From an optimization exercise on the open Yosys and OpenROAD flow, aimed at small area; shortcuts taken in it are not production practice. At most, simulation tests tie the RTL to the original design; equivalence was not proved. Power is estimated from default activity; no workload was simulated.

== cedar ==
// gfe
module gfe (
    input  wire        clk,
    input  wire        rst,           
    input  wire        cfg_mode,      
    input  wire [3:0]  cfg_base_col,  
    input  wire        in_valid,
    output wire        in_ready,
    input  wire [7:0]  in_data,
    output wire        out_valid,
    input  wire        out_ready,
    output reg  [7:0]  out_data,
    input  wire        stat_rd,
    input  wire [7:0]  stat_addr,
    output reg         stat_rvalid,
    output reg  [31:0] stat_rdata
);
For scale: about 910 cells after synthesis, roughly 69 I/O pins, ~11000 µm² of cells after synthesis.
Settings: LEC_CHECK=0, CAP_MARGIN=20, CORE_MARGIN=2, CORE_UTILIZATION=40, PLACE_DENSITY=0.6, SLEW_MARGIN=20; clock period 10.0 ns.
standard.sh (not shown) runs the stock make flow with config.mk's settings and CLKGATE_MAP_FILE= SYNTH_SCRIPT=/design/flow/synth_recipe.tcl, a recipe that flattens the netlist after the stock synthesis.
==> flow/flow/run.sh <==
#!/bin/bash
# Own layout flow: the standard ORFS flow (standard.sh) with these changes:
#  - after the standard synthesis, the combinational cells are mapped again
#    with area-oriented ABC scripts (flow/area_*.abc); the flip-flops, their
#    names and cell types stay as the standard synthesis made them. The
#    smallest result that is proved equivalent to the standard netlist is
#    used; if none is, the standard netlist is kept;
#  - ports are buffered with the smallest buffer (buf_1);
#  - CTS builds the clock tree from clkbuf_8 without dummy loads;
#  - non-critical cells are downsized after global routing (RECOVER_POWER).
# Logs: synth.log, resyn/*.log, standard.log here, and each ORFS step's
# full log under orfs/logs/.
set -uo pipefail
export BUFFER_PORTS_ARGS="-buffer_cell sky130_fd_sc_hd__buf_1"
export CTS_ARGS="${CTS_ARGS_OVERRIDE:--sink_clustering_enable -repair_clock_nets -dont_use_dummy_load -buf_list sky130_fd_sc_hd__clkbuf_8 -sink_clustering_size 20 -sink_clustering_max_diameter 60}"
export RECOVER_POWER=100
export CTS_ARGS="-sink_clustering_enable -repair_clock_nets -dont_use_dummy_load -buf_list sky130_fd_sc_hd__clkbuf_4 -sink_clustering_size 12 -sink_clustering_max_diameter 40"
LIB=$FLOW_HOME/platforms/sky130hd/lib/sky130_fd_sc_hd__tt_025C_1v80.lib
R=orfs/results/sky130hd/gfe/base

bash standard.sh synth > synth.log 2>&1 || exit 1

mkdir -p resyn
cp $R/1_2_yosys.v resyn/std.v
python3 flow/unmap.py $LIB resyn/std.v resyn/conv.v > resyn/unmap.log 2>&1
best=""; best_area=""
for s in flow/area_*.abc; do
  n=$(basename $s .abc)
  cat > resyn/$n.ys <<EOT
read_liberty -lib $LIB
read_verilog resyn/conv.v
hierarchy -top gfe
proc
opt -purge
techmap
opt -fast -purge
abc -liberty $LIB -dont_use *lpflow* -dont_use *probe* -script $PWD/$s
opt_clean -purge
hilomap -singleton -hicell sky130_fd_sc_hd__conb_1 HI -locell sky130_fd_sc_hd__conb_1 LO
insbuf -buf sky130_fd_sc_hd__buf_4 A X
splitnets
opt_clean -purge
stat -liberty $LIB
write_verilog -noattr -noexpr -nohex -nodec resyn/$n.v
EOT
  if timeout 600 yosys -s resyn/$n.ys > resyn/$n.log 2>&1; then
    a=$(grep 'Chip area' resyn/$n.log | tail -1 | awk '{print $NF}')
    echo "$n $a" >> resyn/areas.txt
    cat > resyn/$n.eq.ys <<EOT
read_liberty -ignore_miss_func -ignore_miss_dir $LIB
read_verilog resyn/std.v
rename gfe gold
read_verilog resyn/$n.v
rename gfe gate
hierarchy -check
flatten gold gate
opt_clean
rename -hide gold/w:_* gate/w:_*
equiv_make gold gate eq
hierarchy -top eq
equiv_simple -seq 3
equiv_induct
equiv_status -assert
EOT
    if timeout 900 yosys -s resyn/$n.eq.ys > resyn/$n.eq.log 2>&1; then
      echo "$n equivalent" >> resyn/areas.txt
      if [[ -z "$best" ]] || python3 -c "import sys; sys.exit(0 if float('$a') < float('$best_area') else 1)"; then
        best=$n; best_area=$a
      fi
    fi
  fi
done
if [[ -n "$best" ]]; then
  echo "using $best ($best_area)" >> resyn/areas.txt
  cp resyn/$best.v $R/1_2_yosys.v
  rm -f $R/1_synth.odb $R/1_synth.sdc
else
  echo "keeping the standard netlist" >> resyn/areas.txt
fi

bash standard.sh > standard.log 2>&1
Other scripts of this flow, unchanged in this note and not shown: flow/flow/area_s2.abc, flow/flow/area_t1.abc, flow/flow/area_t4.abc, flow/flow/area_t5.abc, flow/flow/area_t6.abc, flow/flow/unmap.py
In cedar the implementation ran to completion but is not tape-out ready, as the final checks report capacitance limit, slew limit.
diff inputs: cedar => maple
--- a/flow/flow/run.sh
+++ b/flow/flow/run.sh
@@ -17 +16,0 @@
-export CTS_ARGS="-sink_clustering_enable -repair_clock_nets -dont_use_dummy_load -buf_list sky130_fd_sc_hd__clkbuf_4 -sink_clustering_size 12 -sink_clustering_max_diameter 40"
Although maple finished all stages, its layout failed final checks on capacitance limit, slew limit. Looking at layout-stage area growth over the synthesis result across cedar and maple, the one that comes out lower is cedar. From cedar to maple the numbers moved as follows: fmax about even; met1 track demand over resource in global routing about even. Comparing cedar with maple, the sequential share of layout area came out essentially unchanged. Overall power consumption deteriorates in maple relative to cedar. On fraction of the cycle the final worst path needs, cedar and maple are neck and neck.
Function was not checked in any run of this note: the RTL went through the layout flow alone.

---

The RTL this note starts from:
==> flow/design.v <==
module gfe (
    input  wire        clk,
    input  wire        rst,           
    input  wire        cfg_mode,      
    input  wire [3:0]  cfg_base_col,  
    input  wire        in_valid,
    output wire        in_ready,
    input  wire [7:0]  in_data,
    output wire        out_valid,
    input  wire        out_ready,
    output reg  [7:0]  out_data,
    input  wire        stat_rd,
    input  wire [7:0]  stat_addr,
    output reg         stat_rvalid,
    output reg  [31:0] stat_rdata
);
    localparam [2:0] S_LISTEN = 3'd0,
                     S_ACCUM  = 3'd1,
                     S_RENDER = 3'd2,
                     S_ACK    = 3'd3,
                     S_DIAG   = 3'd4,
                     S_FAULT  = 3'd5;
    localparam [7:0] T_NET_ACCEPTED = 8'h18,
                     T_NET_DATA     = 8'h19,
                     T_NET_READ_ERR = 8'h1A,
                     T_NET_WR_DONE  = 8'h1B,
                     T_NET_WR_ERR   = 8'h1C,
                     T_DISP_OK      = 8'h28,
                     T_DISP_ERR     = 8'h29;
    localparam [127:0] DIAG_TEXT = "DISPLAY I/O FAIL";
    reg  [2:0]  state;
    reg  [4:0]  step;
    reg  [1:0]  dstep;
    reg  [5:0]  offset;
    wire        fault = state[2];
    reg  [319:0] rb;
    reg  [5:0]   ph;
    wire         ph0 = ph == 6'd0;
    reg  [39:0] fr;
    reg         fc;          
    reg         rp;          
    wire        mode     = fr[7];
    wire [3:0]  base_col = fr[6:3];
    wire [2:0]  cause    = fr[2:0];
    reg  [1:0]  io;
    wire        req_pending = io == 2'd3;
    wire        d_len       = io == 2'd1;
    wire        d_data      = io == 2'd2;
    reg  [7:0]  cnt;
    wire first  = cnt[7];
    wire second = !cnt[7] && cnt[4:0] == 5'd0;
    wire glyph  = (state == S_RENDER) && !step[4] && !step[3];
    wire rowb   = glyph && !first && !second;
    wire curb   = (state == S_RENDER) && !glyph && !step[0] && second;
    wire aligned = ph == ({1'b0, step[2:0], 2'b00} + {3'b000, step[2:0]});
    wire [2:0] lane = 3'd0 - cnt[2:0];
    wire [7:0] x0 = rb[319:312], x1 = rb[311:304], x2 = rb[303:296],
               x3 = rb[295:288], x4 = rb[287:280];
    wire [4:0] row = {x0[lane], x1[lane], x2[lane], x3[lane], x4[lane]};
    reg  last;
    always @(*) begin
        out_data = 8'h00;
        last     = 1'b0;
        case (state)
            S_LISTEN: begin
                out_data = 8'h10;
                last     = 1'b1;
            end
            S_ACCUM: begin
                out_data = first ? 8'h11 : {2'b00, 6'd40 - offset};
                last     = !first;
            end
            S_RENDER:
                if (glyph) begin
                    out_data = first ? 8'h22 : second ? {5'd0, step[2:0]} : {3'd0, row};
                    last     = !first && cnt[3];
                end else if (!step[0]) begin
                    out_data = first ? 8'h23 : second ? {4'd0, base_col + {2'b00, step[2:1]}}
                                                      : {7'd0, step[4]};
                    last     = !first && cnt[0];
                end else begin
                    out_data = first ? 8'h24 : {5'd0, step[4], step[2:1]};
                    last     = !first;
                end
            S_ACK: begin
                out_data = first ? 8'h12 : 8'h41;
                last     = !first;
            end
            default:    
                if (dstep == 2'd0) begin
                    out_data = 8'h20;
                    last     = 1'b1;
                end else if (dstep == 2'd1) begin
                    out_data = first ? 8'h23 : 8'h00;
                    last     = !first && cnt[0];
                end else begin
                    out_data = first ? 8'h21 : second ? 8'h10
                             : DIAG_TEXT[8*(5'd16 - cnt[4:0]) +: 8];
                    last     = !first && cnt[4];
                end
        endcase
    end
    assign out_valid = req_pending && (rowb ? aligned : (!curb || ph0));
    wire   out_fire  = out_valid && out_ready;
    assign in_ready = !req_pending && (d_data ? (fault || ph == offset) : ph0);
    wire   in_fire  = in_valid && in_ready;
    integer j;
    reg [31:0] frames;
    always @(*)
        for (j = 0; j < 32; j = j + 1)
            frames[j] = fr[39 - j];
    always @(*) begin
        case (stat_addr)
            8'h00:   stat_rdata = {9'd0, dstep, step, 2'b00, offset, 1'b0, cause, fault, state};
            8'h01:   stat_rdata = frames;
            8'h02:   stat_rdata = {24'd0, base_col, 3'b000, mode};
            default: stat_rdata = 32'd0;
        endcase
    end
    always @(*) stat_rvalid = rp && ph0;
    always @(posedge clk) rp <= !rst && (stat_rd || (rp && !ph0));
    wire [5:0] need = 6'd40 - offset;
    reg        set_cause;    
    reg  [2:0] new_cause;
    always @(*) begin
        set_cause = 1'b0;
        new_cause = 3'd7;
        if (in_fire && !fault && !d_data) begin
            if (d_len) begin
                if (state != S_ACCUM) begin
                    set_cause = 1'b1;
                end else if (in_data == 8'd0) begin
                    set_cause = 1'b1;
                    new_cause = (offset == 6'd0) ? 3'd1 : 3'd2;
                end else if (in_data > {2'b00, need}) begin
                    set_cause = 1'b1;
                    new_cause = 3'd3;
                end
            end else if (in_data != T_NET_DATA) begin
                case (state)
                    S_LISTEN: set_cause = in_data != T_NET_ACCEPTED;
                    S_ACCUM: begin
                        set_cause = 1'b1;
                        if (in_data == T_NET_READ_ERR) new_cause = 3'd4;
                    end
                    S_RENDER: begin
                        set_cause = in_data != T_DISP_OK;
                        if (in_data == T_DISP_ERR) new_cause = 3'd6;
                    end
                    default: begin  
                        set_cause = in_data != T_NET_WR_DONE;
                        if (in_data == T_NET_WR_ERR) new_cause = 3'd5;
                    end
                endcase
            end
        end
    end
    always @(posedge clk) begin
        if (rst) begin
            state       <= S_LISTEN;
            step        <= 5'd0;
            dstep       <= 2'd0;
            offset      <= 6'd0;
            io          <= 2'd3;
            cnt         <= 8'hFF;
        end else begin
            if (out_fire)
                cnt <= last ? 8'hFF : cnt + 8'd1;
            if (out_fire && last)
                io <= 2'd0;
            if (in_fire) begin
                if (d_data) begin
                    cnt <= cnt + 8'd1;
                    if (!fault)
                        offset <= offset + 6'd1;
                    if (cnt == 8'hFE) begin
                        io <= fault ? 2'd0 : 2'd3;
                        if (!fault) begin
                            if (offset == 6'd39)
                                state <= S_RENDER;
                        end
                    end
                end else if (d_len) begin
                    io     <= (in_data != 8'd0) ? 2'd2 : 2'd0;
                    cnt    <= ~in_data;
                end else if (in_data == T_NET_DATA) begin
                    io <= 2'd1;
                end else if (fault) begin
                    if (state == S_DIAG && in_data == T_DISP_OK) begin
                        dstep <= dstep + 2'd1;
                        if (dstep == 2'd2) state <= S_FAULT;
                        else               io <= 2'd3;
                    end else if (state == S_DIAG && in_data == T_DISP_ERR) begin
                        state <= S_FAULT;
                    end
                end else begin
                    case (state)
                        S_LISTEN:
                            if (in_data == T_NET_ACCEPTED) begin
                                state <= S_ACCUM; io <= 2'd3;
                            end
                        S_ACCUM: ;
                        S_RENDER:
                            if (in_data == T_DISP_OK) begin
                                io <= 2'd3;
                                if (step == 5'd23) begin
                                    step <= 5'd0;
                                    if (mode) begin
                                        state  <= S_ACK;
                                    end else begin
                                        state  <= S_ACCUM;
                                        offset <= 6'd0;
                                    end
                                end else begin
                                    step <= step + 5'd1;
                                end
                            end else if (in_data == T_DISP_ERR) begin
                                io <= 2'd3;
                            end
                        default:  
                            if (in_data == T_NET_WR_DONE) begin
                                state <= S_ACCUM; offset <= 6'd0; io <= 2'd3;
                            end
                    endcase
                end
                if (set_cause)
                    state <= (new_cause == 3'd6) ? S_DIAG : S_FAULT;
            end
        end
    end
    wire wr  = in_fire && d_data && !fault;
    wire inc = in_fire && !d_data && !d_len && in_data == T_DISP_OK && !fault
               && state == S_RENDER && step == 5'd23;
    wire cin = ph0 ? inc : fc;
    wire fbit = !ph[5];                  
    wire sum  = fr[39] ^ (cin && fbit);
    always @(posedge clk) begin
        rb <= {rb[311:0], wr ? in_data : rb[319:312]};
        ph <= rst ? 6'd1 : (ph == 6'd39) ? 6'd0 : ph + 6'd1;
        fc <= fr[39] && cin;
        fr <= {fr[38:8],
               rst ? cfg_mode : fr[7],
               rst ? cfg_base_col : fr[6:3],
               rst ? 3'd0 : set_cause ? new_cause : fr[2:0],
               (rst || (state == S_LISTEN && fbit)) ? 1'b0 : sum};
    end
endmodule
clock: 10.0 ns
lec_check: 0
cap_margin: 20
core_margin: 2
core_utilization: 65
place_density: 0.8
slew_margin: 20
==> flow/flow/run.sh <==
#!/bin/bash
# Own layout flow: the standard ORFS flow (standard.sh) with these changes:
#  - after the standard synthesis, the combinational cells are mapped again
#    with area-oriented ABC scripts (flow/area_*.abc); the flip-flops, their
#    names and cell types stay as the standard synthesis made them. The
#    smallest result that is proved equivalent to the standard netlist is
#    used; if none is, the standard netlist is kept;
#  - ports are buffered with the smallest buffer (buf_1);
#  - CTS builds the clock tree from clkbuf_4 without dummy loads.
# Logs: synth.log, resyn/*.log, standard.log here, and each ORFS step's
# full log under orfs/logs/.
set -uo pipefail
export BUFFER_PORTS_ARGS="-buffer_cell sky130_fd_sc_hd__buf_1"
export CTS_ARGS="-sink_clustering_enable -repair_clock_nets -dont_use_dummy_load -buf_list sky130_fd_sc_hd__clkbuf_4 -sink_clustering_size 12 -sink_clustering_max_diameter 40"
LIB=$FLOW_HOME/platforms/sky130hd/lib/sky130_fd_sc_hd__tt_025C_1v80.lib
R=orfs/results/sky130hd/gfe/base

bash standard.sh synth > synth.log 2>&1 || exit 1

mkdir -p resyn
cp $R/1_2_yosys.v resyn/std.v
python3 flow/unmap.py $LIB resyn/std.v resyn/conv.v > resyn/unmap.log 2>&1
best=""; best_area=""
for s in flow/area_*.abc; do
  n=$(basename $s .abc)
  cat > resyn/$n.ys <<EOT
read_liberty -lib $LIB
read_verilog resyn/conv.v
hierarchy -top gfe
proc
opt -purge
techmap
opt -fast -purge
abc -liberty $LIB -dont_use *lpflow* -dont_use *probe* -script $PWD/$s
opt_clean -purge
hilomap -singleton -hicell sky130_fd_sc_hd__conb_1 HI -locell sky130_fd_sc_hd__conb_1 LO
insbuf -buf sky130_fd_sc_hd__buf_4 A X
splitnets
opt_clean -purge
stat -liberty $LIB
write_verilog -noattr -noexpr -nohex -nodec resyn/$n.v
EOT
  if timeout 600 yosys -s resyn/$n.ys > resyn/$n.log 2>&1; then
    a=$(grep 'Chip area' resyn/$n.log | tail -1 | awk '{print $NF}')
    echo "$n $a" >> resyn/areas.txt
    cat > resyn/$n.eq.ys <<EOT
read_liberty -ignore_miss_func -ignore_miss_dir $LIB
read_verilog resyn/std.v
rename gfe gold
read_verilog resyn/$n.v
rename gfe gate
hierarchy -check
flatten gold gate
opt_clean
rename -hide gold/w:_* gate/w:_*
equiv_make gold gate eq
hierarchy -top eq
equiv_simple -seq 3
equiv_induct
equiv_status -assert
EOT
    if timeout 900 yosys -s resyn/$n.eq.ys > resyn/$n.eq.log 2>&1; then
      echo "$n equivalent" >> resyn/areas.txt
      if [[ -z "$best" ]] || python3 -c "import sys; sys.exit(0 if float('$a') < float('$best_area') else 1)"; then
        best=$n; best_area=$a
      fi
    fi
  fi
done
if [[ -n "$best" ]]; then
  echo "using $best ($best_area)" >> resyn/areas.txt
  cp resyn/$best.v $R/1_2_yosys.v
  rm -f $R/1_synth.odb $R/1_synth.sdc
else
  echo "keeping the standard netlist" >> resyn/areas.txt
fi

bash standard.sh > standard.log 2>&1
Other scripts of this flow, unchanged in this note and not shown: flow/flow/area_s2.abc, flow/flow/area_t1.abc, flow/flow/area_t4.abc, flow/flow/area_t5.abc, flow/flow/area_t6.abc, flow/flow/unmap.py
Edit:
--- a/flow/config.mk
+++ b/flow/config.mk
@@ -9,4 +9,4 @@
 export CORE_MARGIN = 2
-export CORE_UTILIZATION = 65
-export PLACE_DENSITY = 0.8
+export CORE_UTILIZATION = 40
+export PLACE_DENSITY = 0.6
 export SLEW_MARGIN = 20
Outcome: The new run completed with no timing, DRC or antenna violations. Clock power is higher by about 1%. Power is higher by about 0.43%. Setup slack improved by 0.045 ns. Routed wire length is higher by about 4.5%. Synthesized area stays the same. Critical path depth is lower by 3.

-- port drivers added, routing unchanged --
Ports are ideal in the flow. The routed layouts listed here were re-timed in OpenROAD. Step 1 assumes that a clkbuf_16 drives the clock port and a buf_2 every other input. Step 2 times the ports against the registers' clock, not the clock port: input delays grow and output delays shrink by t, the midpoint of the rising clock arrivals with the driver on. a / b / c = no drivers / after step 1 / after step 2; a / b = the first two.
run	shift t [ns]	slack for setup (ns)	worst register clock-pin slew, ns	worst slew at a driven data input, ns	pins driven straight from the clock port
cedar	0.664	3.982 / 3.947 / 3.947	0.12 / 0.12	0.05	1
maple	0.591	3.980 / 3.945 / 3.945	0.12 / 0.12	0.05	1
the first run of note 2	0.631	4.157 / 4.132 / 4.132	0.11 / 0.11	0.04	1
the second run of note 2	0.657	4.202 / 4.167 / 4.167	0.12 / 0.12	0.05	1
